What follows belongs to an exercise in optimizing a design on an open flow for small area, a short achievable clock period and few clock cycles per item; a production flow would make more cautious choices.
The RTL was checked by simulation tests, not by an equivalence proof against the original design.

== run A ==
Design edhe_pixel, start of the top module:
module edhe_pixel (
    input  wire        clk,
    input  wire        rst,
    input  wire        in_valid,
    output wire        in_ready,
    input  wire        in_first,    
    input  wire        in_w16,      
    input  wire        in_noise,    
    input  wire [15:0] in_tl,       
    input  wire [15:0] in_tr,       
    input  wire [15:0] in_bl,       
    input  wire [15:0] in_br,       
    input  wire [7:0]  in_wx,
    input  wire [7:0]  in_wy,
    input  wire [31:0] in_err,      
    input  wire [12:0] in_u,        
    output reg         out_valid,
    input  wire        out_ready,
    output reg  [15:0] out_q,       
    output reg  [31:0] out_a        
);
Size in the first run: ~6,500 cells after synthesis, ~370 flip-flops, about 180 I/O pins, about 55,000 um^2 of cells after synthesis.
export LEC_CHECK = 0
export ABC_AREA = 1
export CAP_MARGIN = 20
export CORE_MARGIN = 2
export CORE_UTILIZATION = 60
export SLEW_MARGIN = 20
create_clock -name core_clock -period 190.0 [get_ports {clk}]
standard.sh (not shown) runs the stock make flow with config.mk's settings and CLKGATE_MAP_FILE= SYNTH_SCRIPT=/design/flow/synth_recipe.tcl, a recipe that flattens the netlist after the stock synthesis.
==> flow/flow/run.sh <==
#!/bin/bash
# The standard layout (the standard.sh: the same synthesis script and steps), with two
# settings changed:
#  - SYNTH_ARGS=-noabc: Yosys's generic synth skips its early "abc -fast" pass, which breaks
#    the hand-written full-adder chains apart; the technology mapping with abc afterwards is
#    unchanged, and so are the registers, their names and their cell types.
#  - the buffers placed on the input and output ports are plain buf_1 cells instead of the
#    delay buffers ORFS picks by default. Every port still gets its buffer.
set -euo pipefail
bash standard.sh "SYNTH_ARGS=-noabc" "BUFFER_PORTS_ARGS=-buffer_cell sky130_fd_sc_hd__buf_1" finish > standard_flow.log 2>&1
Testbench counts of run A, summed over its fixed seeds: cycles 24,032, items 24,000.
What run B does differently from run A at the input level:
- swapping 20 for 10 in SLEW_MARGIN
- putting CTS_CLUSTER_SIZE at 24 where nothing was set
- swapping 20 for 10 in CAP_MARGIN
- putting CTS_CLUSTER_DIAMETER at 160 where nothing was set
[summary]
Run B has completed all stages; timing, DRC and antenna checks passed. Changes observed in run B relative to run A: ratio of cells with drive above 1 in the final layout shows a reduction of 0.60 points. Wire length of the first global-routing pass was higher in the run labelled run A. On number of instances on the worst hold path, run B and run A are basically level. In the reports for run B and run A, the smaller worst setup margin belongs to run A. Summary of run B over run A: number of tap cells inserted held; cell area now smaller. Run A -> run B: wire length decreased slightly.
Changes in run C relative to run B:
- a change of SLEW_MARGIN from 10 to 20
- a change of CAP_MARGIN from 10 to 20
- a change of CTS_CLUSTER_SIZE from 24 to 28
--- outcome ---
- Run C finished every step from synthesis to the final layout, and the layout passed the timing, DRC and antenna checks.
- The global routing usage on met2 of run B and that of run C are within noise of each other.
- Re critical path depth: no difference whatsoever between run B and run C.
- In terms of layout overhead on the synthesized area, run B and run C differ only marginally.
- The via count of run B and that of run C are within noise of each other.
- When run C is set beside run B, its worst setup slack turns out to be 0.013 ns smaller.
- The worst hold slack reported for run C is greater than that of run B by 0.0037 ns.
- The fraction of layout instances using a drive strength above 1 of run B and that of run C are within noise of each other.

* * *

== v13 ==
edhe_pixel again, from the RTL that the note above started with.
Settings: LEC_CHECK=0, ABC_AREA=1, CAP_MARGIN=20, CORE_MARGIN=2, CORE_UTILIZATION=60, CTS_CLUSTER_DIAMETER=160, CTS_CLUSTER_SIZE=24, SLEW_MARGIN=20; clock period 190.0 ns.
Scripts as last shown in full above: flow/flow/run.sh
v13 reached the end of the flow, and the finished layout is clean on the timing, DRC and antenna checks.
Testbench counts of v13, summed over its fixed seeds: cycles 24,032, items 24,000.
Modified inputs, v11 compared to v13
- clearing CTS_CLUSTER_DIAMETER, which used to be 160
- swapping 60 for 40 in CORE_UTILIZATION
- clearing CTS_CLUSTER_SIZE, which used to be 24
### Flow results
v13 and v11 ended up with nearly the same total stage count of the critical path. Any difference in relative slew slack between v13 and v11 is small enough to ignore. Die span in y | v11 above v13. [compare] base=v13 new=v11: detail-routed via count per cell moved down, post-route clock period utilization level, achievable frequency level. Diff v13 -> v11 | starting density of the core | decrease of 20 points.
Changes in v32 relative to v11:
- GPL_TIMING_DRIVEN now 0, previously not set
- CTS_CLUSTER_DIAMETER now 160, previously not set
- CTS_CLUSTER_SIZE now 24, previously not set
- CORE_UTILIZATION now 60, was 40
==> comparison <==
- On v32: row count is 25 lower than what v11 gave.
- Compared with v11, in v32 global-route met1 utilization saw an increase; aggregate global-route resource usage rose by 13 points.
- Measured against each other, v11 and v32 differ in full die area, the lower figure coming from v32.

## separate check: timing with driven ports
In the flow no input, the clock included, has a driving cell. The finished layouts below were timed again as built, in two steps.
Step 1 sets driving cells, clkbuf_16 on the clock port and buf_2 on the other inputs (assumed; they add their load-dependent delay and slew).
Step 2 moves the port delays by t, midway between the first and last clock arrival at a register: inputs arrive t later, outputs are due t later. That takes back most of the time a late clock gives input paths.
Three values: ideal ports, drivers, drivers and shift; two values: the first two.
run	shift t [ns]	setup WS [ns]	clock arrival spread, ns	worst register clock-pin slew, ns	cell pins on the clock port's net
run A	0.686	150.863 / 150.792 / 150.728	0.031 / 0.031	0.06 / 0.06	1
run B	0.653	150.885 / 150.813 / 150.742	0.025 / 0.025	0.11 / 0.11	1
run C	0.649	150.872 / 150.795 / 150.764	0.053 / 0.053	0.12 / 0.12	1
v13	0.653	150.885 / 150.813 / 150.742	0.025 / 0.025	0.11 / 0.11	1
v11	0.691	150.864 / 150.787 / 150.899	0.019 / 0.019	0.07 / 0.07	1
v32	0.661	150.844 / 150.773 / 150.651	0.037 / 0.037	0.11 / 0.11	1
After both steps setup and hold are still met in every run listed. For v32, which loses most, drivers alone change the setup slack by -0.071 ns; drivers and shift together by -0.193 ns.
